Background: an optimization exercise with open tools, aiming at a short achievable clock period and few clock cycles. Do not read the settings as production practice. Only simulation tests tie the RTL to the original design; equivalence was not proved. Power is estimated from default activity; no workload was simulated.

==> flow/design.v <==
module simplecvm_decode (
    input  wire [7:0] op,
    output reg        legal,
    output reg  [2:0] fmt,      
    output reg  [2:0] len       
);
    localparam FMT_F1  = 3'd0;
    localparam FMT_F2R = 3'd1;
    localparam FMT_F2P = 3'd2;
    localparam FMT_F4R = 3'd3;
    localparam FMT_F4X = 3'd4;
    always @(*) begin
        legal = 1'b1;
        fmt   = FMT_F1;
        len   = 3'd1;
        case (op)
            8'h00: begin fmt = FMT_F1;  len = 3'd1; end             
            8'h01, 8'h03, 8'h09, 8'h0B:
                   begin fmt = FMT_F4R; len = 3'd4; end             
            8'h02, 8'h04, 8'h0A, 8'h0C:
                   begin fmt = FMT_F2P; len = 3'd2; end             
            8'h05, 8'h06, 8'h07, 8'h08, 8'h0D, 8'h0E:
                   begin fmt = FMT_F4X; len = 3'd4; end             
            8'h0F, 8'h10, 8'h11, 8'h12:
                   begin fmt = FMT_F2R; len = 3'd2; end             
            default: legal = 1'b0;
        endcase
    end
endmodule
module simplecvm_alu (
    input  wire [15:0] a,
    input  wire [15:0] b,
    input  wire        sub,
    output wire [15:0] r,
    output wire        z,
    output wire        n,
    output wire        o
);
    assign r = sub ? (a - b) : (a + b);
    assign z = (r == 16'h0000);
    assign n = r[15];
    assign o = sub ? ((a[15] != b[15]) && (r[15] != a[15]))
                   : ((a[15] == b[15]) && (r[15] != a[15]));
endmodule
module simplecvm_core (
    input  wire        clk,
    input  wire        rst,
    output reg         mem_req,
    input  wire        mem_gnt,
    output reg         mem_we,
    output reg         mem_wide,
    output reg  [14:0] mem_addr,
    output reg  [15:0] mem_wdata,
    input  wire        mem_rvalid,
    input  wire [15:0] mem_rdata,
    output reg         out_valid,
    output reg         out_chr,
    output reg  [15:0] out_data,
    output wire        halted,
    output wire        faulted,
    output reg  [2:0]  fault_cause,
    output reg  [15:0] fault_pc,
    output reg  [15:0] fault_info
);
    localparam OP_HALT   = 8'h00;
    localparam OP_LOAD   = 8'h01;
    localparam OP_LOADI  = 8'h02;
    localparam OP_STORE  = 8'h03;
    localparam OP_STOREI = 8'h04;
    localparam OP_JMP    = 8'h05;
    localparam OP_JMPZ   = 8'h06;
    localparam OP_JMPN   = 8'h07;
    localparam OP_JMPO   = 8'h08;
    localparam OP_ADD    = 8'h09;
    localparam OP_ADDR   = 8'h0A;
    localparam OP_SUB    = 8'h0B;
    localparam OP_SUBR   = 8'h0C;
    localparam OP_OUT    = 8'h0D;
    localparam OP_OUTC   = 8'h0E;
    localparam OP_OUTR   = 8'h0F;
    localparam OP_OUTRC  = 8'h10;
    localparam OP_OUTI   = 8'h11;
    localparam OP_OUTIC  = 8'h12;
    localparam C_MEM     = 3'd1;
    localparam C_REG     = 3'd2;
    localparam C_JUMP    = 3'd3;
    localparam C_ILLEGAL = 3'd4;
    localparam WIN = 15'd6;       
    integer i, j;
    function [3:0] pdec(input [7:0] op);
        case (op)
            OP_HALT:                                   pdec = 4'b0001;
            OP_LOAD, OP_STORE, OP_ADD, OP_SUB,
            OP_JMPZ, OP_JMPN, OP_JMPO, OP_OUT, OP_OUTC: pdec = 4'b0101;
            OP_JMP:                                    pdec = 4'b1101;
            OP_LOADI, OP_STOREI, OP_ADDR, OP_SUBR,
            OP_OUTR, OP_OUTRC, OP_OUTI, OP_OUTIC:      pdec = 4'b0011;
            default:                                   pdec = 4'b0000;
        endcase
    endfunction
    reg  [15:0] x [0:3];          
    reg  [1:0]  aoob;             
    reg         fz, fn, fo;
    reg         st_halt, st_fault;
    wire        stopped = st_halt | st_fault;
    reg  [15:0] cdat [0:63];
    reg  [7:0]  cpd  [0:63];      
    reg  [7:0]  ctag [0:63];      
    reg  [63:0] cval;
    reg         fl_v;             
    reg         cs_pend;          
    reg  [13:0] fl_w;
    reg  [15:0] fl_d;
    reg         q_fill [0:3];     
    reg         q_disc [0:3];     
    reg  [13:0] q_word [0:3];     
    reg         q_pois [0:3];     
    reg  [1:0]  q_head, q_tail;
    reg  [2:0]  q_cnt;
    reg  [15:0] fpc;              
    reg  [14:0] pf;               
    reg  [7:0]  cmax;             
    reg         fill_en;          
    reg         ex_v;
    reg         ex_ms;            
    reg         ex_mgo;           
    reg  [14:0] fwin;             
    reg         redir_d;          
    reg  [7:0]  ex_b1;
    reg  [15:0] ex_w;
    reg  [15:0] ex_pc;
    reg         ex_halt, ex_load, ex_loadi, ex_store, ex_storei, ex_outi;
    reg         ex_jmp, ex_jz, ex_jn, ex_jo, ex_alu, ex_alur, ex_sub;
    reg         ex_out, ex_outr, ex_chr;
    reg         ex_sf;            
    reg  [2:0]  ex_sc;
    reg  [15:0] ex_si;
    reg         ex_preg;          
    reg         lw_v;
    reg         lw_wr;            
    reg  [1:0]  lw_reg;
    reg         lw_zn;            
    reg         lw_ev;            
    reg         lw_chr;
    reg  [14:0] lw_addr;
    reg         lw_sa;            
    reg         dv [0:3];
    reg  [14:0] da [0:3];
    reg  [15:0] dd [0:3];
    reg  [1:0]  dptr;
    reg  [3:0]  hm0, hm1;
    reg  [1:0]  lm;
    reg         ev2_v, ev2_c;
    reg  [15:0] ev2_d;
    reg  [7:0]  fi_b [0:3];
    reg  [3:0]  fi_v;
    reg  [3:0]  fi_p;
    wire [13:0] fw0 = fpc[14:1];
    function [91:0] fx(input [15:0] c);
        integer m;
        reg         cc;
        begin
            fx = 92'd0;
            fx[91]    = c[0];
            fx[90:88] = c[3:1];
            for (m = 0; m < 8; m = m + 1) begin
                cc = (m < c[3:1]);    
                fx[3*m +: 3]     = c[6:4] + {2'd0, cc};
                fx[24 + 8*m +: 8] = (cc && c[6:4] == 3'd7) ? c[14:7] + 8'd1 : c[14:7];
            end
        end
    endfunction
    reg  [91:0] fa;               
    reg  [91:0] fc;               
    reg  [15:0] ad [0:7];
    reg  [7:0]  ap [0:7];
    reg         ah [0:7];
    reg  [2:0]  ak;
    always @(*) begin
        for (j = 0; j < 8; j = j + 1) begin
            ak = fa[3*j +: 3];
            ad[j] = cdat[{ak, j[2:0]}];
            ap[j] = cpd[{ak, j[2:0]}];
            ah[j] = cval[{ak, j[2:0]}] && (ctag[{ak, j[2:0]}] == fa[24 + 8*j +: 8]);
        end
    end
    wire [3:0]  a_base = {fa[90:88], fa[91]};
    wire [3:0]  a_len  = {1'b0, fi_p[2], fi_p[1], !fi_p[1] && !fi_p[2]};
    reg  [7:0]  ab [0:3];
    reg         av [0:3];
    reg  [3:0]  apd0;
    reg  [7:0]  an [0:3];
    reg         anv [0:3];
    reg  [3:0]  anpd0;
    reg  [3:0]  aq;
    always @(*) begin
        for (j = 0; j < 4; j = j + 1) begin
            aq = a_base + j[3:0];
            ab[j] = aq[0] ? ad[aq[3:1]][7:0] : ad[aq[3:1]][15:8];
            av[j] = ah[aq[3:1]];
            if (j == 0) apd0 = aq[0] ? ap[aq[3:1]][3:0] : ap[aq[3:1]][7:4];
            aq = a_base + a_len + j[3:0];
            an[j] = aq[0] ? ad[aq[3:1]][7:0] : ad[aq[3:1]][15:8];
            anv[j] = ah[aq[3:1]];
            if (j == 0) anpd0 = aq[0] ? ap[aq[3:1]][3:0] : ap[aq[3:1]][7:4];
        end
    end
    wire [7:0]  fb0 = fi_b[0];
    wire [7:0]  fb1 = fi_b[1];
    wire [7:0]  fb2 = fi_b[2];
    wire [7:0]  fb3 = fi_b[3];
    wire [15:0] fwv = {fb2, fb3};
    wire        f_legal = fi_p[0];
    wire        f_len2  = fi_p[1];
    wire        f_len4  = fi_p[2];
    wire        f_isjmp = fi_p[3];
    wire        f_opnd_oob = (f_len2 && fpc[14:0] == 15'h7FFF) ||
                             (f_len4 && fpc[14:0] >= 15'h7FFD);
    wire        f_need = f_len2 ? fi_v[1]
                       : f_len4 ? (fi_v[1] && fi_v[2] && fi_v[3])
                       :          1'b1;
    wire        f_ok = fpc[15] || (fi_v[0] && (!f_legal || f_opnd_oob || f_need));
    wire        f_ff = fpc[15] || !f_legal || f_opnd_oob;
    wire        f_jmp = !fpc[15] && f_isjmp && !f_opnd_oob && !fb2[7];
    wire [15:0] f_seq = fpc + {13'd0, f_len4, f_len2, !f_len2 && !f_len4};
    reg         bt_v [0:1];
    reg  [15:0] bt_p [0:1];
    reg  [15:0] bt_t [0:1];
    reg  [31:0] bt_i [0:1];       
    reg  [3:0]  bt_d [0:1];       
    reg  [3:0]  bt_vb [0:1];      
    reg  [91:0] bt_x [0:1];       
    reg         bt_rr;            
    reg  [15:0] lp;               
    reg         lp_ok;            
    wire        bt_h0 = bt_v[0] && (bt_p[0] == fpc);
    wire        bt_h1 = bt_v[1] && (bt_p[1] == fpc);
    wire        bt_hit = bt_h0 || bt_h1;
    wire [15:0] bt_tgt = bt_h0 ? bt_t[0] : bt_t[1];
    wire [31:0] bt_ib  = bt_h0 ? bt_i[0] : bt_i[1];
    wire [3:0]  bt_id  = bt_h0 ? bt_d[0] : bt_d[1];
    wire [3:0]  bt_iv  = bt_h0 ? bt_vb[0] : bt_vb[1];
    wire [91:0] bt_ix  = bt_h0 ? bt_x[0] : bt_x[1];
    wire        f_go = f_jmp || bt_hit;    
    wire [15:0] f_tgt = f_jmp ? fwv : bt_tgt;
    wire [91:0] fx_w = fx(fwv);
    reg         bq_v;
    reg  [15:0] bq_p, bq_t;
    reg  [91:0] bq_x;
    wire [15:0] f_next = f_go ? f_tgt : f_seq;
    wire [1:0]  frlo = fb1[1:0];
    wire [1:0]  frhi = fb1[7:6];
    wire        fsbad = (fb1[7:2] != 6'd0);
    wire        fpbad = (fb1[5:2] != 4'd0);
    wire        f_load   = (fb0 == OP_LOAD);
    wire        f_loadi  = (fb0 == OP_LOADI);
    wire        f_store  = (fb0 == OP_STORE);
    wire        f_storei = (fb0 == OP_STOREI);
    wire        f_alu    = (fb0 == OP_ADD) || (fb0 == OP_SUB);
    wire        f_alur   = (fb0 == OP_ADDR) || (fb0 == OP_SUBR);
    wire        f_outr   = (fb0 == OP_OUTR) || (fb0 == OP_OUTRC);
    wire        f_outi   = (fb0 == OP_OUTI) || (fb0 == OP_OUTIC);
    wire        f_anyj   = (fb0 == OP_JMP) || (fb0 == OP_JMPZ) ||
                           (fb0 == OP_JMPN) || (fb0 == OP_JMPO);
    wire        f_rbad = (f_load && fsbad) ||
                         ((f_store || f_alu || f_outr) && (fsbad || frlo[1])) ||
                         ((f_loadi || f_storei) && (fpbad || !frhi[1])) ||
                         (f_alur && (fpbad || frlo[1] || frhi[1])) ||
                         (f_outi && (fsbad || !frlo[1]));
    wire        f_stoob = f_store && (fwv[15] || fwv[14:0] == 15'h7FFF);
    wire        f_joob  = f_anyj && fwv[15];
    wire        f_sf = f_ff || f_rbad || f_stoob || f_joob;
    wire [2:0]  f_sc = fpc[15] ? C_MEM : !f_legal ? C_ILLEGAL : f_opnd_oob ? C_MEM :
                       f_rbad ? C_REG : f_stoob ? C_MEM : C_JUMP;
    wire [15:0] f_si = fpc[15] ? fpc : !f_legal ? {8'h00, fb0} : f_opnd_oob ? 16'h8000 :
                       f_rbad ? {8'h00, fb1} : fwv;
    wire [1:0]  rlo = ex_b1[1:0];
    wire [1:0]  rhi = ex_b1[7:6];
    wire        e_act = ex_v && !stopped;
    wire        head_fill = q_fill[q_head];
    wire        lw_resp = lw_v && mem_rvalid && !head_fill && !q_disc[q_head];
    reg         fwd_lo, fwd_hi;   
    wire [15:0] xa = fwd_lo ? mem_rdata : x[rlo];
    wire [15:0] xb = fwd_hi ? mem_rdata : x[rhi];
    wire        fz_f = (lw_v && lw_zn) ? (mem_rdata == 16'h0000) : fz;
    wire        fn_f = (lw_v && lw_zn) ? mem_rdata[15] : fn;
    wire        e_ptr   = ex_loadi || ex_storei || ex_outi;
    wire        e_rd    = ex_loadi || ex_outi;
    wire        e_wr    = ex_store || ex_storei;
    wire        e_mem   = e_rd || e_wr;
    wire [15:0] e_pv    = ex_preg ? x[3] : x[2];
    wire        e_dfault = e_ptr && (ex_preg ? aoob[1] : aoob[0]);
    wire        e_fault = ex_sf || e_dfault;
    wire [15:0] e_da    = ex_store ? ex_w : e_pv;
    reg         e_mstall;
    wire [3:0]  hmp = ex_preg ? hm1 : hm0;
    wire        d_hit = |hmp;
    reg  [15:0] d_data;
    always @(*) begin
        d_data = 16'h0000;
        for (j = 0; j < 4; j = j + 1)
            if (hmp[j]) d_data = d_data | dd[j];
    end
    wire        d_fwd = !d_hit && lw_resp && lw_sa && (ex_preg ? lm[1] : lm[0]);
    wire        d_in  = d_hit || d_fwd;
    wire [15:0] r_data = d_hit ? d_data : mem_rdata;
    wire        e_go   = ex_mgo && !stopped && !e_dfault && !e_mstall;
    wire        e_hitrd = e_rd && d_hit;
    wire        e_want = e_go && !e_hitrd;
    wire        e_own  = ex_ms && !e_hitrd;
    wire        e_req  = e_want && (e_wr || q_cnt != 3'd4);
    wire        e_acc  = e_req && mem_gnt;
    wire        e_done = e_act && (
                    e_fault ? (!lw_v && !ev2_v) :
                    e_rd    ? ((e_acc || (e_go && e_hitrd)) && (!lw_v || (lw_resp && !(ev2_v && lw_ev && ex_outi)))) :
                    e_mem   ? e_acc :
                    ex_halt ? !lw_v :
                    (ex_out || ex_outr) ? (!lw_v || (lw_resp && !(ev2_v && lw_ev))) :
                              (!lw_v || lw_resp));
    wire        halt_now = e_act && ex_halt && !ex_sf && !lw_v && !ev2_v;
    reg         halt_r;           
    wire        ev_lw  = lw_resp && lw_ev;
    wire [15:0] ev_lwd = lw_chr ? {8'h00, mem_rdata[7:0]} : mem_rdata;
    wire        ev_e   = e_done && !e_fault && (ex_out || ex_outr || (e_rd && d_in && ex_outi));
    wire        ev_ec  = ex_chr;
    wire [15:0] ev_ev  = ex_out ? ex_w : ex_outr ? xa : r_data;
    wire [15:0] ev_ed  = ex_chr ? {8'h00, ev_ev[7:0]} : ev_ev;
    wire [15:0] alu_a = xa;
    wire [15:0] alu_b = (ex_alur ? xb : ex_w) ^ {16{ex_sub}};
    wire [16:0] alu_s = {1'b0, alu_a} + {1'b0, alu_b} + {16'd0, ex_sub};
    wire [15:0] alu_r = alu_s[15:0];
    wire        alu_o = (alu_a[15] == alu_b[15]) && (alu_r[15] != alu_a[15]);
    wire [15:0] alu_t = alu_a ^ alu_b;
    wire        alu_z = (alu_t == {alu_a[14:0] | alu_b[14:0], ex_sub});
    wire        e_taken = (ex_jz && fz_f) || (ex_jn && fn_f) || (ex_jo && fo);
    wire        e_redir = e_done && !e_fault && e_taken;
    reg         cst_r;
    wire        e_cstore = e_acc && e_wr && cst_r;
    wire        fill_req = fill_en && !e_own && !halt_now && !stopped;
    wire        fill_acc = fill_req && mem_gnt;
    reg         mreq_r, mwe_r;
    reg  [14:0] maddr_r;
    always @(*) begin
        mem_req   = mreq_r;
        mem_we    = mwe_r;
        mem_wide  = 1'b1;
        mem_addr  = maddr_r;
        mem_wdata = x[rlo];
    end
    assign halted  = st_halt || halt_r;
    assign faulted = st_fault;
    wire        push = mem_gnt && (e_want ? (e_rd && e_req) : fill_req);
    wire        pop  = mem_rvalid && (q_cnt != 3'd0);
    wire        fill_wr = pop && head_fill && !q_pois[q_head];
    wire [13:0] fill_word = q_word[q_head];
    wire [2:0]  q_cnt_n = q_cnt + {2'd0, push} - {2'd0, pop};
    wire [15:0] ia1 = e_da + 16'd1;
    reg         s_match;
    always @(*) begin
        s_match = 1'b0;
        for (j = 0; j < 4; j = j + 1)
            if (dv[j] && da[j] == e_da[14:0]) s_match = 1'b1;
    end
    wire        f_take = !ex_v || e_done;    
    wire        e_ok = e_done && !e_fault;
    reg  [15:0] xn [0:3];
    always @(*) begin
        for (j = 0; j < 4; j = j + 1) begin
            xn[j] = x[j];
            if (lw_resp && lw_wr && lw_reg == j[1:0]) xn[j] = mem_rdata;
            if (e_ok && rlo == j[1:0]) begin
                if (ex_load) xn[j] = ex_w;
                else if ((ex_alu || ex_alur) && j < 2) xn[j] = alu_r;    
                else if (e_rd && d_in && ex_loadi) xn[j] = r_data;
            end
        end
    end
    wire        st_acc = e_acc && e_wr;
    reg         dvn [0:3];
    reg  [14:0] dan [0:3];
    reg  [15:0] ddn [0:3];
    always @(*) begin
        for (j = 0; j < 4; j = j + 1) begin
            dvn[j] = dv[j];
            dan[j] = da[j];
            ddn[j] = dd[j];
            if (st_acc) begin
                if (dv[j] && da[j] == e_da[14:0]) ddn[j] = x[rlo];
                else if (dv[j] && (da[j] == ia1[14:0] || da[j] + 15'd1 == e_da[14:0])) dvn[j] = 1'b0;
                if (ex_store && dptr == j[1:0]) begin
                    dvn[j] = 1'b1;
                    dan[j] = e_da[14:0];
                    ddn[j] = x[rlo];
                end
            end
        end
    end
    reg  [3:0]  hm0_n, hm1_n;
    always @(*) begin
        for (j = 0; j < 4; j = j + 1) begin
            hm0_n[j] = dvn[j] && (dan[j] == xn[2][14:0]);
            hm1_n[j] = dvn[j] && (dan[j] == xn[3][14:0]);
        end
    end
    wire        lw_new  = e_done && !e_fault && e_rd && !d_in && !ex_halt && !ex_load &&
                          !ex_alu && !ex_alur && !ex_out && !ex_outr;
    wire        lw_v_n  = lw_new || (lw_v && !lw_resp);
    wire        lw_wr_n = lw_new ? ex_loadi : lw_wr;
    wire [1:0]  lw_reg_n = lw_new ? rlo : lw_reg;
    wire [7:0]  b1_n = f_take ? fb1 : ex_b1;
    wire        fwd_lo_n = lw_v_n && lw_wr_n && (lw_reg_n == b1_n[1:0]);
    wire        fwd_hi_n = lw_v_n && lw_wr_n && (lw_reg_n == b1_n[7:6]);
    wire [14:0] lw_addr_n = lw_new ? e_pv[14:0] : lw_addr;
    wire        ptr_n  = f_take ? (f_loadi || f_storei || f_outi) : e_ptr;
    wire        wr_n   = f_take ? (f_store || f_storei) : e_wr;
    wire        preg_n = f_take ? (f_outi ? fb1[0] : fb1[6]) : ex_preg;
    wire        mst_n  = lw_v_n && lw_wr_n &&
                         ((ptr_n && lw_reg_n == {1'b1, preg_n}) || (wr_n && lw_reg_n == b1_n[1:0]));
    wire [1:0]  lm_n = {lw_addr_n == xn[3][14:0], lw_addr_n == xn[2][14:0]};
    wire [14:0] pf_p1 = pf + 15'd1;
    wire        pf_ok0 = !pf[14] && (pf < fwin);
    wire        pf_ok1 = !pf_p1[14] && (pf_p1 < fwin);
    wire [14:0] pf_s = fill_acc ? pf_p1 : pf;
    wire        pf_s_ok = fill_acc ? pf_ok1 : pf_ok0;
    wire [15:0] fpc_n = e_redir ? ex_w : (!e_cstore && !cs_pend && f_take && f_ok) ? f_next : fpc;
    wire        redir_f = !cs_pend && f_take && f_ok && f_go;
    wire        redir_any = e_redir || e_cstore || redir_f;
    wire        fill_en_n = (redir_any || redir_d || pf_s_ok) && (q_cnt_n != 3'd4);
    wire        ex_v_n   = (e_redir || e_cstore) ? 1'b0 : (f_take && !cs_pend) ? f_ok : ex_v;
    wire        f_mem    = f_loadi || f_storei || f_store || f_outi;
    wire        ex_ms_n  = (e_redir || e_cstore) ? 1'b0 : (f_take && !cs_pend) ? (f_ok && f_mem) : ex_ms;
    wire        ex_mgo_n = (e_redir || e_cstore) ? 1'b0 : (f_take && !cs_pend) ? (f_ok && f_mem && !f_sf) : ex_mgo;
    wire        ex_halt_n  = f_take ? (fb0 == OP_HALT) : ex_halt;
    wire        ex_sf_n    = f_take ? f_sf : ex_sf;
    wire        ex_store_n = f_take ? f_store : ex_store;
    wire [15:0] ex_w_n     = f_take ? fwv : ex_w;
    wire        stopped_n  = stopped || (e_done && (e_fault || ex_halt));
    wire        ev2_v_n    = ev2_v ? (ev_lw || ev_e) : (ev_lw && ev_e);
    wire        aoob_n0 = xn[2][15] || (xn[2][14:0] == 15'h7FFF);
    wire        aoob_n1 = xn[3][15] || (xn[3][14:0] == 15'h7FFF);
    wire        halt_now_n = ex_v_n && !stopped_n && ex_halt_n && !ex_sf_n && !lw_v_n && !ev2_v_n;
    wire        rd_n     = f_take ? (f_loadi || f_outi) : e_rd;
    wire        hitrd_n  = rd_n && (preg_n ? |hm1_n : |hm0_n);
    wire        e_own_n  = ex_ms_n && !hitrd_n;
    wire        e_want_n = ex_mgo_n && !stopped_n && !(ptr_n && (preg_n ? aoob_n1 : aoob_n0)) && !mst_n &&
                           !hitrd_n;
    wire        e_req_n  = e_want_n && (wr_n || q_cnt_n != 3'd4);
    wire [14:0] pf_n = e_redir ? {1'b0, ex_w[14:1]} :
                       e_cstore ? {1'b0, fpc[14:1]} :
                       redir_f ? {1'b0, f_tgt[14:1]} : pf_s;
    always @(posedge clk) begin
        if (rst) begin
            for (i = 0; i < 4; i = i + 1) x[i] <= 16'h0000;
            aoob <= 2'b00;
            fz <= 1'b0; fn <= 1'b0; fo <= 1'b0;
            st_halt <= 1'b0; st_fault <= 1'b0;
            cval <= 64'd0;
            fl_v <= 1'b0;
            cs_pend <= 1'b0;
            q_head <= 2'd0; q_tail <= 2'd0; q_cnt <= 3'd0;
            fpc <= 16'h0000;
            fa <= fx(16'h0000);
            bq_v <= 1'b0;
            lp_ok <= 1'b0;
            bt_v[0] <= 1'b0;
            bt_v[1] <= 1'b0;
            bt_rr <= 1'b0;
            fi_v <= 4'd0;
            pf <= 15'd0;
            cmax <= 8'd0;
            cst_r <= 1'b1;
            fwd_lo <= 1'b0;
            e_mstall <= 1'b0;
            fwin <= WIN;
            redir_d <= 1'b0;
            fwd_hi <= 1'b0;
            fill_en <= 1'b1;
            mreq_r  <= 1'b1;
            mwe_r   <= 1'b0;
            halt_r  <= 1'b0;
            maddr_r <= 15'd0;
            ex_v <= 1'b0;
            ex_ms <= 1'b0;
            ex_mgo <= 1'b0;
            lw_v <= 1'b0;
            for (i = 0; i < 4; i = i + 1) dv[i] <= 1'b0;
            hm0 <= 4'd0;
            hm1 <= 4'd0;
            dptr <= 2'd0;
            out_valid <= 1'b0;
            out_chr <= 1'b0;
            out_data <= 16'h0000;
            ev2_v <= 1'b0;
            fault_cause <= 3'd0;
            fault_pc <= 16'h0000;
            fault_info <= 16'h0000;
        end else begin
            if (ev2_v) begin
                out_valid <= 1'b1;
                out_chr   <= ev2_c;
                out_data  <= ev2_d;
                ev2_v     <= ev_lw || ev_e;
                ev2_c     <= ev_lw ? lw_chr : ev_ec;
                ev2_d     <= ev_lw ? ev_lwd : ev_ed;
            end else if (ev_lw) begin
                out_valid <= 1'b1;
                out_chr   <= lw_chr;
                out_data  <= ev_lwd;
                ev2_v     <= ev_e;
                ev2_c     <= ev_ec;
                ev2_d     <= ev_ed;
            end else begin
                out_valid <= ev_e;
                out_chr   <= ev_ec;
                out_data  <= ev_ed;
            end
            if (push) begin
                q_fill[q_tail] <= !e_want;
                q_disc[q_tail] <= !(e_done && !d_in);
                q_word[q_tail] <= pf[13:0];
                q_pois[q_tail] <= 1'b0;
                q_tail <= q_tail + 2'd1;
            end
            if (pop) q_head <= q_head + 2'd1;
            q_cnt <= q_cnt_n;
            fl_v <= fill_wr && !e_cstore;
            fl_w <= fill_word;
            fl_d <= mem_rdata;
            if (fl_v) begin
                cdat[fl_w[5:0]] <= fl_d;
                cpd[fl_w[5:0]]  <= {pdec(fl_d[15:8]), pdec(fl_d[7:0])};
                ctag[fl_w[5:0]] <= fl_w[13:6];
                cval[fl_w[5:0]] <= 1'b1;
            end
            if (fill_acc && pf[13:6] > cmax) cmax <= pf[13:6];
            cst_r <= (ex_store_n ? ex_w_n[14:7] : preg_n ? xn[3][14:7] : xn[2][14:7]) <=
                     ((fill_acc && pf[13:6] > cmax) ? pf[13:6] : cmax);
            if (e_acc && e_wr) begin
                lw_sa <= 1'b0;
                if (ex_store) dptr <= dptr + 2'd1;
            end
            if (e_cstore) begin
                for (i = 0; i < 4; i = i + 1) q_pois[i] <= 1'b1;
            end
            cs_pend <= e_cstore;
            if (cs_pend) cval <= 64'd0;
            pf <= pf_n;
            fill_en <= fill_en_n;
            mreq_r  <= e_req_n || (fill_en_n && !e_own_n && !halt_now_n && !stopped_n);
            mwe_r   <= e_own_n && wr_n;
            halt_r  <= halt_now_n;
            maddr_r <= e_own_n ? (ex_store_n ? ex_w_n[14:0] : preg_n ? xn[3][14:0] : xn[2][14:0])
                               : {pf_n[13:0], 1'b0};
            if (lw_resp) begin
                lw_v <= 1'b0;
                if (lw_wr) begin
                    if (lw_zn) begin fz <= (mem_rdata == 16'h0000); fn <= mem_rdata[15]; end
                    if (lw_reg[1])
                        aoob[lw_reg[0]] <= mem_rdata[15] || (mem_rdata[14:0] == 15'h7FFF);
                end
            end
            if (e_done) begin
                if (e_fault) begin
                    st_fault    <= 1'b1;
                    fault_cause <= ex_sf ? ex_sc : C_MEM;
                    fault_pc    <= ex_pc;
                    fault_info  <= ex_sf ? ex_si : e_pv;
                end else if (ex_halt) begin
                    st_halt <= 1'b1;
                end else if (ex_load) begin
                    if (!rlo[1]) begin fz <= (ex_w == 16'h0000); fn <= ex_w[15]; end
                    else aoob[rlo[0]] <= ex_w[15] || (ex_w[14:0] == 15'h7FFF);
                end else if (ex_alu || ex_alur) begin
                    fz <= alu_z; fn <= alu_r[15]; fo <= alu_o;
                end else if (ex_out || ex_outr) begin
                end else if (e_rd && d_in) begin
                    if (ex_loadi) begin
                        if (!rlo[1]) begin fz <= (r_data == 16'h0000); fn <= r_data[15]; end
                        else aoob[rlo[0]] <= r_data[15] || (r_data[14:0] == 15'h7FFF);
                    end
                end else if (e_rd) begin
                    lw_v    <= 1'b1;
                    lw_wr   <= ex_loadi;
                    lw_reg  <= rlo;
                    lw_zn   <= ex_loadi && !rlo[1];
                    lw_ev   <= ex_outi;
                    lw_chr  <= ex_chr;
                    lw_addr <= e_pv[14:0];
                    lw_sa   <= 1'b1;
                end
            end
            fwd_lo <= fwd_lo_n;
            e_mstall <= mst_n;
            fwin <= {1'b0, fpc[14:1]} + WIN + 15'd2;
            redir_d <= redir_any;
            fwd_hi <= fwd_hi_n;
            for (i = 0; i < 4; i = i + 1) begin
                x[i]  <= xn[i];
                dv[i] <= dvn[i];
                da[i] <= dan[i];
                dd[i] <= ddn[i];
            end
            hm0 <= hm0_n;
            hm1 <= hm1_n;
            lm  <= lm_n;
            bq_p <= lp;
            bq_t <= fwv;
            bq_x <= fx_w;
            if (bq_v) begin
                bt_v[bt_rr]  <= av[0] && av[1] && av[2] && av[3];
                bt_p[bt_rr]  <= bq_p;
                bt_t[bt_rr]  <= bq_t;
                bt_x[bt_rr]  <= bq_x;
                bt_i[bt_rr]  <= {ab[0], ab[1], ab[2], ab[3]};
                bt_vb[bt_rr] <= {av[0], av[1], av[2], av[3]};
                bt_d[bt_rr]  <= apd0;
                bt_rr <= !bt_rr;
            end
            if (e_redir) begin
                fpc  <= ex_w;
                fa   <= fc;
                bq_v <= 1'b0;
                fi_v <= 4'd0;
                ex_v <= 1'b0;
                ex_ms <= 1'b0;
                ex_mgo <= 1'b0;
                lp_ok <= 1'b0;
            end else if (e_cstore) begin
                fi_v <= 4'd0;
                bq_v <= 1'b0;
                ex_v <= 1'b0;
                ex_ms <= 1'b0;
                ex_mgo <= 1'b0;
                lp_ok <= 1'b0;
                bt_v[0] <= 1'b0;
                bt_v[1] <= 1'b0;
            end else if (cs_pend) begin
                fi_v <= 4'd0;
            end else if (f_take && f_ok) begin
                for (i = 0; i < 4; i = i + 1) begin
                    fi_b[i] <= bt_hit ? bt_ib[31-8*i -: 8] : an[i];
                    fi_v[i] <= f_jmp ? 1'b0 : bt_hit ? bt_iv[3-i] : anv[i];
                end
                fi_p <= bt_hit ? bt_id : anpd0;
                fa   <= f_jmp ? fx_w : bt_hit ? bt_ix :
                        f_len4 ? fx(fpc + 16'd4) : f_len2 ? fx(fpc + 16'd2) : fx(fpc + 16'd1);
                bq_v <= f_jmp && lp_ok;
            end else begin
                bq_v <= 1'b0;
                for (i = 0; i < 4; i = i + 1) begin
                    fi_b[i] <= ab[i];
                    fi_v[i] <= av[i];
                end
                fi_p <= apd0;
            end
            if (e_redir || e_cstore || cs_pend) begin
            end else if (f_take) begin
                ex_v <= f_ok;
                ex_ms <= f_ok && (f_loadi || f_storei || f_store || f_outi);
                ex_mgo <= f_ok && (f_loadi || f_storei || f_store || f_outi) && !f_sf;
                if (f_ok) begin
                    fpc <= f_next;
                    lp  <= fpc;
                    lp_ok <= !f_go;
                end
            end
            if (f_take) begin
                ex_b1    <= fb1;
                ex_w     <= fwv;
                fc       <= fx_w;
                ex_pc    <= fpc;
                ex_halt  <= (fb0 == OP_HALT);
                ex_load  <= f_load;
                ex_loadi <= f_loadi;
                ex_store <= f_store;
                ex_storei <= f_storei;
                ex_outi  <= f_outi;
                ex_jmp   <= (fb0 == OP_JMP);
                ex_jz    <= (fb0 == OP_JMPZ);
                ex_jn    <= (fb0 == OP_JMPN);
                ex_jo    <= (fb0 == OP_JMPO);
                ex_alu   <= f_alu;
                ex_alur  <= f_alur;
                ex_sub   <= (fb0 == OP_SUB) || (fb0 == OP_SUBR);
                ex_out   <= (fb0 == OP_OUT) || (fb0 == OP_OUTC);
                ex_outr  <= f_outr;
                ex_chr   <= (fb0 == OP_OUTC) || (fb0 == OP_OUTRC) || (fb0 == OP_OUTIC);
                ex_sf    <= f_sf;
                ex_sc    <= f_sc;
                ex_si    <= f_si;
                ex_preg  <= f_outi ? fb1[0] : fb1[6];
            end
        end
    end
endmodule
==> flow/run.sh <==
#!/bin/bash
# synth_recipe.tcl (not shown) runs the flow's synth.tcl, then flattens the netlist and writes it again
# the make line also repeats each setting of config.mk as NAME=value (left out here)
make -C /OpenROAD-flow-scripts/flow DESIGN_CONFIG=/design/flow/config.mk WORK_HOME=/design/flow/orfs CLKGATE_MAP_FILE= SYNTH_SCRIPT=/design/flow/synth_recipe.tcl finish
==> flow/config.mk <==
export PLATFORM = sky130hd
export DESIGN_NAME = simplecvm_core
export DESIGN_NICKNAME = simplecvm_core
export VERILOG_FILES = /design/flow/design.v
export SDC_FILE = /design/flow/constraint.sdc
export NUM_CORES = 4
export LEC_CHECK = 0
export CAP_MARGIN = 40
export CORE_MARGIN = 2
export CORE_UTILIZATION = 35
export SETUP_SLACK_MARGIN = 3.0
export SLEW_MARGIN = 40
export TNS_END_PERCENT = 10
==> flow/constraint.sdc <==
create_clock -name core_clock -period 8.0 [get_ports {clk}]
set_input_delay 1.6000 -clock core_clock [delete_from_list [all_inputs] [get_ports {clk}]]
set_output_delay 1.6000 -clock core_clock [all_outputs]
set_load 0.01 [all_outputs]
==> results of run 1 <==
## routing by layer
metal / track usage, % / share of wire (%)
met1: 35.7 / 40
met2: 38.7 / 43
met4: 13.2 / 5.9
met3: 5.76 / 11
met5: 0.198 / 0.033
## critical path, cell delays in order (launching register included)
cell and delay [ns]:
dfxtp_2 0.36, buf_4 0.47, nand2_1 0.33, clkinv_1 0.43, nand2_1 0.24, xnor2_2 0.63, buf_4 0.48, or3_1 0.53
o21ai_0 0.21, a21oi_1 0.74, nor2_1 0.08, a21oi_1 0.34
## stage by stage
stage | hold WS (ns) | total power [mW] | setup slack [ns] | cells | util [%]
after floorplan | 0.400 | 37.7 | 1.87 | 12200 | -
after global routing | 0.398 | 70.7 | 2.80 | 18900 | 41.1
final | 0.413 | 68.9 | 2.81 | 18900 | 41.1
after CTS | 0.385 | 67.4 | 2.78 | 18800 | 40.8
after global placement | 0.401 | 49.7 | 0.523 | 18000 | 37.6
after detailed placement | 0.405 | 50.0 | 0.636 | 18100 | 37.7
## cell usage after synthesis, drive strengths merged, types with 214 or more instances
cell type  count
o211ai       248
nor2        1166
inv          246
edfxtp      2932
dfxtp        431
a21oi        738
mux2i        406
mux4         597
nand2        953
nor3         227
a211oi       214
clkbuf       685
o21ai        533
nand3        227
xnor2        442
## logic make-up (layout without fill, tap and decap cells)
group | count (synthesis) | after routing
AND/OR/NAND/NOR | 3146 | 3146
flip-flops | 3363 | 3363
AO/OA/AOI/OAI | 2632 | 2632
other | 1 | 16
XOR/XNOR | 645 | 645
adder cells (fa/ha/maj) | 193 | 193
multiplexers | 1149 | 1150
buffers and inverters | 1114 | 1781
## power groups by stage
| stage | registers [mW] | logic (mW) | clock network (mW) |
|---|---|---|---|
| 2_1_floorplan | 21.9 | 15.9 | 0 |
| 3_3_place_gp | 22.7 | 27.1 | 0 |
| 3_5_place_dp | 22.6 | 27.4 | 0 |
| 4_1_cts | 22.3 | 28.1 | 17.1 |
| 5_1_grt | 22.3 | 30.6 | 17.8 |
| 6_report | 22.2 | 29.8 | 16.9 |
## cell type report
class                      count  area, µm²  area share, %
antenna                       15       37.5         0.0201
clock buffer                 466       9690           5.20
clock inverter               184       2160           1.16
inverter                     257       1000          0.537
multi-input combinational   7767      61400           33.0
sequential                  3363      96700           51.9
tap                         5976       7480           4.01
timing repair buffer         874       7810           4.19
## repair_timing
| action | in CTS | in global routing |
|---|---|---|
| gates cloned | 3 | 4 |
| hold buffers | 0 | 0 |
| pin swaps | 40 | 33 |
| endpoints found under the hold margin | 0 | 0 |
| setup buffers | 104 | 64 |
| gates resized for setup | 266 | 118 |
| endpoints found under the setup margin | 340 | 125 |
## worst paths after layout
path	start	end	slack, ns
worst max-delay path	fa[89]	fi_b[1][3]	2.81
worst min-delay path	bq_x[12]	bt_x[1][12]	0.41
worst max register to register	fa[89]	fi_b[1][3]	2.81
worst min register to register	bq_x[12]	bt_x[1][12]	0.41
==> results.json, run 1 <==
{
  "wl_um": 621000,
  "worst_setup_path_start_kind": "register",
  "p_comb_share_pct": 43.2,
  "hold_class": "reg2reg",
  "setup_tns_ns": 0,
  "synth_compound_area_share_pct": 10.7,
  "cts_tree": "yes",
  "largest_register_ffs": 1024,
  "synth_area_per_cell_um2": 13.0,
  "grt_overflow_total": 0,
  "synth_cells": 12200,
  "grt_pass1_vias": 107000,
  "critPathCaptureType": "register",
  "fin_skew_ns": 0.0777,
  "synth-async-reset-ratio_pct": 0,
  "gp_congestion": 1.05,
  "synthMuxAreaShare_pct": 12.0,
  "crit_required_ns": 8.79,
  "crit_path_max_fanout": 29,
  "chipWidth_um": 679,
  "num_vias": 115000,
  "worstSetupPathType": "reg2reg",
  "vias_per_cell": 6.08,
  "grt_use_total_pct": 26.0,
  "synth_top_family_by_area": "multiplexers",
  "ys_ff_latch": 3363,
  "max_freq_ghz": 0.193,
  "grt_pass1_wl_um": 857000,
  "pwr-share-clk_pct": 24.6,
  "boundaryPins": 109,
  "p_sw_mw": 28.9,
  "final_common_cell": "edfxtp_1",
  "synth_warnings": 17,
  "yosysSeqAreaShare_pct": 60.6,
  "setup_violations": 0,
  "synth_top_area_cell": "edfxtp_1",
  "cts_root_buf": "clkbuf_16",
  "clockBufferDepth": 4,
  "relSlewSlack_pct": 34.5,
  "synthFlopType": "edfxtp_1",
  "wire_per_inst_um": 32.8,
  "die_h_um": 679,
  "cts_made_buffers": 356,
  "leakagePower_nw": 60.4,
  "die_area_um2": 461000,
  "holdPathStages": 0,
  "clkSinkCount": 3363,
  "first_iter_violations": 16700,
  "layout.nets": 12800,
  "fin_crit_sh_pct": 64.9,
  "rsz0062_at_grt": "true",
  "area_growth_syn_to_layout_pct": 16.9,
  "yosysUniqueCellTypes": 105,
  "period_minus_slack_ns": 5.19,
  "synth-xor-area-share_pct": 3.54,
  "drive_above_1_share_pct": 19.9,
  "insertion_delay_ns": 1.04,
  "critical_path_arrival_ns": 5.98,
  "sequentialPowerShare_pct": 32.2,
  "ctsHtreeMaxLevel": 5,
  "clkSlewWorstSetupHoldPaths_ns": 0.06,
  "coreArea_um2": 453000,
  "reg2reg_depth": 11,
  "num-fill-cells": 41600,
  "syn_nets": 12500,
  "layout_common_cells": "2932 x edfxtp_1, 1076 x nor2_1, 940 x nand2_1",
  "status": "complete, no violations",
  "power.share.switching_pct": 41.9,
  "synthSimpleGateAreaFrac_pct": 8.84,
  "syn-cell-area_um2": 159000,
  "drc_errors": 0,
  "synth_edf_count": 2932,
  "drv_slew": 0,
  "synth.top_cell.area_share_pct": 55.2,
  "antenna_left": 0,
  "worst_pin_slew_ns": 0.973,
  "dpl-instance-area_um2": 171000,
  "finalHoldViolCount": 0,
  "dp_hpwl_um": 413000,
  "floorplan.initialDensity_pct": 35.2,
  "rows": 247,
  "internal_power_mw": 40.1,
  "synth_area_leaders": "edfxtp_1 55%, mux4_2 8.4%, dfxtp_1 5.4%, nor2_1 2.7%, mux2i_1 2.5%",
  "cellPowerDensity_nw_per_um2": 370,
  "antenna_found_initial": 33,
  "drv_cap": 0,
  "grt_max_degree": 168,
  "synth-adder-area-share_pct": 1.53,
  "ir_drop_uv": 431,
  "first_pass_iters": 9,
  "io_buffers": 107,
  "design_area_um2": 186000
}
Testbench counts, summed over its fixed seeds: cycles 27,474.
==> run 2: changes to the inputs <==
--- a/flow/config.mk
+++ b/flow/config.mk
@@ -7,7 +7,7 @@
 export LEC_CHECK = 0
-export CAP_MARGIN = 40
+export CAP_MARGIN = 50
 export CORE_MARGIN = 2
-export CORE_UTILIZATION = 35
+export CORE_UTILIZATION = 30
 export SETUP_SLACK_MARGIN = 3.0
-export SLEW_MARGIN = 40
+export SLEW_MARGIN = 50
 export TNS_END_PERCENT = 10
==> results.json, run 2 <==
{
  "status": "complete, no violations",
  "period_minus_slack_ns": 5.24,
  "finalHoldViolCount": 0,
  "critical-path-top-delay-family": "compound AO/OA/AOI/OAI gates",
  "drc_errors": 0,
  "crit_path_max_fanout": 13,
  "cts_tree": "yes",
  "insertion_delay_ns": 1.07,
  "synth_top_area_cell": "edfxtp_1",
  "path_buf_inv": 6,
  "cts_root_buf": "clkbuf_16",
  "drv_cap": 0,
  "worst_pin_slew_ns": 0.883,
  "critPathMaxStageDelay_ns": 0.57,
  "setup_violations": 0,
  "critPathCaptureType": "register",
  "io_buffers": 107,
  "worstSetupPathType": "reg2reg",
  "pwr-share-clk_pct": 24.4,
  "grt_overflow_total": 0,
  "first_iter_violations": 16300,
  "crit_start": "fi_p[2]",
  "setup_tns_ns": 0,
  "critical_path_arrival_ns": 5.97,
  "first_pass_iters": 7,
  "antenna_left": 0,
  "max_freq_ghz": 0.191,
  "coreArea_um2": 529000,
  "synth_area_per_cell_um2": 13.0,
  "final_common_cell": "edfxtp_1",
  "syn-cell-area_um2": 159000,
  "gp_congestion": 1.04,
  "ir_drop_uv": 356,
  "synth_cells": 12200,
  "synth_edf_count": 2932,
  "grt_use_total_pct": 22.2,
  "clockBufferDepth": 4,
  "rows": 267,
  "cts_made_buffers": 356,
  "clkSlewWorstSetupHoldPaths_ns": 0.06,
  "synth.top_cell.area_share_pct": 55.2,
  "reg2reg_from": "fi_p[2]",
  "grt_pass1_vias": 107000,
  "leakagePower_nw": 60.3,
  "yosysMostFrequentCell": "edfxtp_1",
  "num_vias": 115000,
  "wl_um": 623000,
  "hold_ws_ns": 0.409,
  "ys_ff_latch": 3363,
  "synth-async-reset-ratio_pct": 0,
  "worst_setup_path_start_kind": "register",
  "largest_register_ffs": 1024,
  "grt_max_degree": 160,
  "layout.nets": 12800,
  "rsz0062_at_grt": "true",
  "drv_slew": 0,
  "internal_power_mw": 40.1,
  "boundaryPins": 109,
  "antenna_found_initial": 40,
  "power.share.switching_pct": 41.8,
  "fin_crit_sh_pct": 65.5,
  "fin_skew_ns": 0.171,
  "relSlewSlack_pct": 40.5,
  "dpl-instance-area_um2": 173000,
  "synth_warnings": 17,
  "layout_common_cells": "2932 x edfxtp_1, 1074 x nor2_1, 937 x nand2_1",
  "netlist_top_cells_count": "2932 x edfxtp_1, 1164 x nor2_1, 953 x nand2_1, 736 x a21oi_1, 682 x clkbuf_1",
  "p_comb_share_pct": 43.4,
  "die_h_um": 733,
  "yosysUniqueCellTypes": 105,
  "ctsHtreeMaxLevel": 5,
  "dp_hpwl_um": 418000,
  "hold_start": "lp[1]",
  "hold_class": "reg2reg",
  "clkSinkCount": 3363,
  "p_sw_mw": 28.9,
  "syn_nets": 12500,
  "drive_above_1_share_pct": 19.7,
  "wire_per_inst_um": 31.3,
  "grt_pass1_wl_um": 860000,
  "sequentialPowerShare_pct": 32.2,
  "cp_slowest_cell": "ha_2",
  "yosysSeqAreaShare_pct": 60.6,
  "design_area_um2": 187000,
  "cellPowerDensity_nw_per_um2": 368,
  "crit_required_ns": 8.73,
  "ctsHoldBuffers": 0,
  "path_cells": "buf_4, or2_4, inv_8, ha_2, inv_1, fa_2, xor2_4, nor2_1, buf_4, ha_2, inv_1, buf_4, o21ai_0, a21oi_1, o311ai_1, a21oi_1, a211oi_1, a21oi_1, a21oi_2",
  "synth_area_leaders": "edfxtp_1 55%, mux4_2 8.4%, dfxtp_1 5.4%, nor2_1 2.7%, mux2i_1 2.5%",
  "floorplan.initialDensity_pct": 30.1,
  "die_area_um2": 537000,
  "chipWidth_um": 733,
  "vias_per_cell": 5.77,
  "synthFlopType": "edfxtp_1",
  "area_growth_syn_to_layout_pct": 17.5
}
[run 2: cell counts after synthesis]
No cell type changed its count.
[run 2: kinds of logic (layout without fill, tap and decap cells)]
group	after synthesis	in the layout	share of synthesized area, %
AOI/OAI and AO/OA	2632	2632	10.7
xor gates and xnor gates	645	645	3.54
adders and majority gates	193	193	1.53
buffers and inverters	1114	1747	2.72
DFF	3363	3363	60.6
muxes	1149	1149	12.0
other	1	22	0.00235
and+or+nand+nor	3146	3146	8.84
[run 2: stage by stage]
step                      power (mW)  setup slack, ns  utilization (%)  cells
after global placement          49.7            0.888             32.4  19100
after CTS                       67.6             2.74             35.2  19800
after detailed placement        50.2            0.947             32.7  19100
after global routing            70.7             2.75             35.4  19900
final                           69.0             2.76             35.4  19900
after floorplan                 37.7             1.87                -  12200
[run 2: cell type report]
cell class              count  area, µm²
multi-input cells        7766      61200
clock buffers             455       9620
fillers                 50900     342000
diodes                     21       52.6
inverters                 257       1000
repair buffers            837       7850
flip-flops and latches   3363      96800
clock inverters           198       2160
well taps                6994       8750
[run 2: what timing repair did]
item | 4_1_cts | 5_1_grt
gates resized for setup | 169 | 54
pin swaps | 44 | 18
gates cloned | 6 | 0
buffers inserted | 80 | 17
endpoints found under the setup margin | 180 | 99
[run 2: power groups by stage]
stage	clock network [mW]	logic [mW]	registers, mW
2_1_floorplan	0	15.9	21.9
3_3_place_gp	0	27.0	22.6
3_5_place_dp	0	27.6	22.5
4_1_cts	17.0	28.4	22.2
5_1_grt	17.7	30.8	22.3
6_report	16.8	30.0	22.2
[run 2: worst paths after layout]
| path | end | slack [ns] | cells past startpoint |
|---|---|---|---|
| worst min-delay path | bq_p[1] | 0.41 | 0 |
| worst max register to register | fi_b[0][6] | 2.76 | 19 |
| worst max-delay path | fi_b[0][6] | 2.76 | 19 |
| worst min register to register | bq_p[1] | 0.41 | 0 |
[run 2: metal layers]
metal	vias to the layer above	track usage, %	part of all wire, %
met3	1521	5.04	10
met1	58300	30.4	40
li1	47900	-	-
met5	-	0	0.047
met2	7069	33.2	43
met4	6	11.0	6.2
[run 2: worst reg2reg max path, delay by kind of cell, from the launching register on]
family	cells	cell delay, ns
AND/OR/NAND/NOR	2	0.48
buffers and inverters	6	1.00
flip-flops	1	0.35
adder cells (fa/ha/maj)	3	1.21
XOR/XNOR	1	0.22
AO/OA/AOI/OAI	7	1.70

==> static timing again, ports no longer ideal <==
The results above use ideal ports. As a check the final layouts listed here were re-extracted and re-timed, cells and wires unchanged.
Step 1 (the two cells are an assumption about what drives the block):
set clk [get_ports {clk}]
set_driving_cell -lib_cell sky130_fd_sc_hd__clkbuf_16 $clk
set_driving_cell -lib_cell sky130_fd_sc_hd__buf_2 [delete_from_list [all_inputs] $clk]
Step 2 moves the port delays by t, midway between the first and last clock arrival at a register: inputs arrive t later, outputs are due t later. That takes back most of the time a late clock gives input paths.
a / b / c = ideal / step 1 / step 2; a / b = the first two.
| run | t, ns | setup WS [ns] | clock arrival spread, ns | pins driven straight from the clock port |
|---|---|---|---|---|
| run 1 | 1.100 | 2.806 / 2.806 / 1.880 | 0.087 / 0.088 | 1 |
| run 2 | 1.099 | 2.757 / 2.757 / 1.684 | 0.172 / 0.172 | 1 |
After both steps setup and hold are still met in every run listed. For run 2, which loses most, drivers alone change the setup slack by 0.000 ns; drivers and shift together by -1.073 ns.
